Source: an optimization exercise on an open RTL-to-GDS flow (aim: small area, a short achievable clock period and few clock cycles per item). Production flows keep margins and buffers that such runs may drop.
RTL that was checked went through simulation tests only; none was proved equivalent to the original.
No activity file was given, so power comes from the tool's default toggle rates.

## rle_codec
module rle_codec (
    input  wire        clk,
    input  wire        rst,
    input  wire        enc_in_valid,
    output wire        enc_in_ready,
    input  wire [31:0] enc_in_data,
    input  wire [2:0]  enc_in_bytes,
    input  wire        enc_in_last,
    output wire        enc_out_valid,
    input  wire        enc_out_ready,
    output wire [15:0] enc_out_desc,
    output wire        enc_out_last,
    input  wire        dec_in_valid,
    output wire        dec_in_ready,
    input  wire [15:0] dec_in_desc,
    input  wire        dec_in_last,
    output wire        dec_out_valid,
    input  wire        dec_out_ready,
    output wire [31:0] dec_out_data,
    output wire [2:0]  dec_out_bytes,
    output wire        dec_out_last
);
For scale: ~710 cells after synthesis, ~150 flip-flops, ~120 I/O pins.
export LEC_CHECK = 0
export CAP_MARGIN = 20
export CORE_MARGIN = 2
export CORE_UTILIZATION = 60
export CTS_BUF_LIST = sky130_fd_sc_hd__clkbuf_4 sky130_fd_sc_hd__clkbuf_8
export SETUP_SLACK_MARGIN = 3.3
export SLEW_MARGIN = 20
create_clock -name core_clock -period 6.0 [get_ports {clk}]
standard.sh (not shown) runs the stock make flow with config.mk's settings and CLKGATE_MAP_FILE= SYNTH_SCRIPT=/design/flow/synth_recipe.tcl, a recipe that flattens the netlist after the stock synthesis.
==> flow/flow/run.sh <==
#!/bin/bash
set -euo pipefail
export BUFFER_PORTS_ARGS="-buffer_cell sky130_fd_sc_hd__buf_1"
bash standard.sh > standard_make.log 2>&1
Testbench counts at the start, summed over its fixed seeds: cycles 28,743, bytes 104,336.
Next try:
==> flow/flow/run.sh (replaced) <==
#!/bin/bash
set -euo pipefail
export BUFFER_PORTS_ARGS="-buffer_cell sky130_fd_sc_hd__buf_2"
bash standard.sh > standard_make.log 2>&1
CORE_UTILIZATION = 40   (was 60)
CTS_BUF_LIST = not set   (was sky130_fd_sc_hd__clkbuf_4 sky130_fd_sc_hd__clkbuf_8)
SETUP_SLACK_MARGIN = 3.6   (was 3.3)
What happened: Wire length increases by 8.5%; area after synthesis is unchanged; worst setup slack improved by 0.12 ns; worst hold slack got worse by 0.0056 ns; sequential share of layout area decreases by 4.4 points; global-route usage decreases by 8.6 points; final area increases by 11%.
Next try:
==> flow/flow/run.sh (replaced) <==
#!/bin/bash
set -euo pipefail
export BUFFER_PORTS_ARGS="-buffer_cell sky130_fd_sc_hd__buf_1"
bash standard.sh > standard_make.log 2>&1
CTS_BUF_LIST = sky130_fd_sc_hd__clkbuf_4 sky130_fd_sc_hd__clkbuf_8   (was not set)
SETUP_SLACK_MARGIN = 3.3   (was 3.6)
Final cell count is lower by 2.3%.
Synthesized cell count does not change.
Global-route usage decreases by 1.7 points.
Non-clock buffer count went down by 23.
Hold slack gains 0.0055 ns.
Critical path depth is unchanged.
Final area decreases by 9.7%.
Power came out lower by 14%.
Wire length goes down by about 10%.
Next try:
ABC_AREA = 1   (was not set)
- The new run completed without violations
- first-iteration DRC count is higher by well over a third
- utilization shrinks by 1.6 points
- cell area rises slightly
- clock power is higher slightly
- final cell count grows by about a fifth
Next try:
==> flow/flow/run.sh (replaced) <==
#!/bin/bash
set -euo pipefail
export BUFFER_PORTS_ARGS="-buffer_cell sky130_fd_sc_hd__buf_2"
bash standard.sh > standard_make.log 2>&1
ABC_AREA = not set   (was 1)
CTS_BUF_LIST = not set   (was sky130_fd_sc_hd__clkbuf_4 sky130_fd_sc_hd__clkbuf_8)
The changed run finished clean.
Design area grows by 3.1%.
Non-clock buffer count grows by 24.
Routed wire length grows by 4.8%.
First-iteration DRC count grows by 4.7%.
Core utilization grows by 3.9 points.
Sequential power barely changes.
Clock power grows by 47%.
Register-to-register slack is worse by 0.11 ns.
Final cell count shrinks by 18%.

run 1:
Another version of the RTL of rle_codec (not shown whole).
Size: about 150 flip-flops, roughly 120 I/O pins, about 0.0076 mm2 of cells after synthesis.
clock: 6.0 ns
lec_check: 0
cap_margin: 20
core_margin: 2
core_utilization: 40
setup_slack_margin: 3.0
slew_margin: 20
run.sh (not shown) runs the stock make flow with config.mk's settings and CLKGATE_MAP_FILE= SYNTH_SCRIPT=/design/flow/synth_recipe.tcl, a recipe that flattens the netlist after the stock synthesis.
Stock flow here: none of the scripts above is used.
Changes in run 2 relative to run 1:
Settings: a change of SETUP_SLACK_MARGIN from 3.0 to 3.5.
--- outcome ---
Comparing run 1 and run 2, the lower worst supply voltage drop on vdd is on run 2.
Wire: run 2 routes more than run 1
What run 2 reported for non-clock buffer count has to be multiplied by 0.58 to get the figure for run 1.
Looking at static power due to leakage, run 2 sits about 26% higher than run 1 does.
Sum of met2 wire segment lengths after detailed routing, run 2 vs run 1: up by more than 10%
Run 2 gives more total net switching power than run 1 did.
Overall power after layout is higher on run 2
Run 2 — number of optimization iterations in the first detailed-route pass 1 higher, run 1 as reference
> inputs changed (run 2 -> run 3)
Settings: SETUP_SLACK_MARGIN: 3.5 -> 3.3.
==> flow/flow/run.sh (new file) <==
#!/bin/bash
set -euo pipefail
export BUFFER_PORTS_ARGS="-buffer_cell sky130_fd_sc_hd__buf_2"
bash standard.sh > standard_make.log 2>&1
==> flow/standard.sh (new file) <==
#!/bin/bash
# synth_recipe.tcl (not shown) runs the flow's synth.tcl, then flattens the netlist and writes it again
# the make line also repeats each setting of config.mk as NAME=value (left out here)
make -C /OpenROAD-flow-scripts/flow DESIGN_CONFIG=/design/flow/config.mk WORK_HOME=/design/flow/orfs CLKGATE_MAP_FILE= SYNTH_SCRIPT=/design/flow/synth_recipe.tcl "${@:-finish}"
removed: flow/run.sh
## What came out
- Compared with run 2, in run 3 power decreased 6.7%; via count of the first global-routing pass went down by 354.
- Comparing run 2 and run 3, DRC violation total after the first TritonRoute iteration is lower on run 3.
- STATUS global-route wire length before repair: run 3 wins against run 2
- Compared run 3 vs run 2, and area added between synthesis and finish is down in run 3.
- Re share of the clock period used by the worst path: run 2 and run 3 aren't equal, and the lower value belongs to run 2.
- Changes observed in run 3 relative to run 2: routed metal-1 wire length now smaller; total wire length after detailed routing now smaller.
Edits applied to the flow inputs when going from run 3 to run 4:
Settings: SETUP_SLACK_MARGIN: 3.3 -> 2.6.
==> flow/run.sh (new file) <==
#!/bin/bash
# synth_recipe.tcl (not shown) runs the flow's synth.tcl, then flattens the netlist and writes it again
# the make line also repeats each setting of config.mk as NAME=value (left out here)
make -C /OpenROAD-flow-scripts/flow DESIGN_CONFIG=/design/flow/config.mk WORK_HOME=/design/flow/orfs CLKGATE_MAP_FILE= SYNTH_SCRIPT=/design/flow/synth_recipe.tcl finish
removed: flow/flow/run.sh
removed: flow/standard.sh
Notes after the runs:
Of run 4 and run 3, the run reporting the lower final cycle utilization of the critical path was run 3.
Minimum clock period after layout: run 4 vs run 3 up 0.46 ns
The lower detailed-route wire length per cell came out of run 4.
Pre-CTS worst setup slack, run 4 and run 3, lower one = run 4.
The final setup slack of the worst path of run 4 was inferior to that of run 3.
Going from run 3 to run 4, core utilization of the finished layout fell 1.0 points; global-route usage now sits at about the same level; routing usage on met1 higher; net total in the final layout down about 4.4%.
## Diff of input files: run 5 against run 4
Settings: swapping 2.6 for 3.3 in SETUP_SLACK_MARGIN.
### Flow results
Compared with run 4, run 5 is the more power-hungry design. Routed wire in run 5 totals more than in run 4. Run 5 vs. run 4: area used by sequential logic in the layout went up by 15 um2. Looking only at cell count of the worst reg-to-reg path, and setting everything else aside, the higher value of run 4 and run 5 goes to run 4. Run 5 vs run 4, critical path depth went down by 4. Run 5 against run 4: via total after detailed routing has increased, met2 capacity usage during global routing has increased. Count of buffers inserted at the top-level ports across run 4 and run 5: no real change. [compare] base=run 4 new=run 5: first-pass GRT wire length stayed essentially flat; required arrival time at the worst endpoint fell by 0.11 ns; setup slack rose by 0.49 ns.
No functional check of the RTL was part of any run of this note.

[re-timing with driven ports]
The results above use ideal ports. As a check the final layouts listed here were re-extracted and re-timed, cells and wires unchanged.
Step 1, drivers: a clkbuf_16 drives clk and a buf_2 each remaining input, both assumed.
Step 2 also shifts input and output timing later by t, the mid clock arrival at the registers, as if the neighbouring blocks saw the same clock.
Slacks: ideal ports / drivers / drivers and shift; pairs: ideal ports / drivers.
run	t (ns)	setup slack, ns	worst register clock-pin slew, ns
the first run of note 1	0.476	3.173 / 3.190 / 2.714	0.08 / 0.08
the second run of note 1	0.475	3.295 / 3.312 / 2.837	0.07 / 0.07
the third run of note 1	0.502	3.287 / 3.287 / 2.812	0.10 / 0.10
the fourth run of note 1	0.495	3.319 / 3.333 / 2.838	0.10 / 0.10
the fifth run of note 1	0.471	3.306 / 3.331 / 2.861	0.07 / 0.07
run 1	0.469	3.078 / 3.088 / 2.623	0.07 / 0.07
run 2	0.475	3.360 / 3.360 / 3.010	0.07 / 0.07
run 3	0.470	3.246 / 3.246 / 2.861	0.07 / 0.07
run 4	0.466	2.781 / 2.781 / 2.343	0.07 / 0.07
run 5	0.482	3.268 / 3.268 / 2.917	0.07 / 0.07
After both steps setup and hold are still met in every run listed. The setup slack of the fourth run of note 1, which loses most, moves by +0.014 ns with the drivers and by -0.481 ns with both steps.
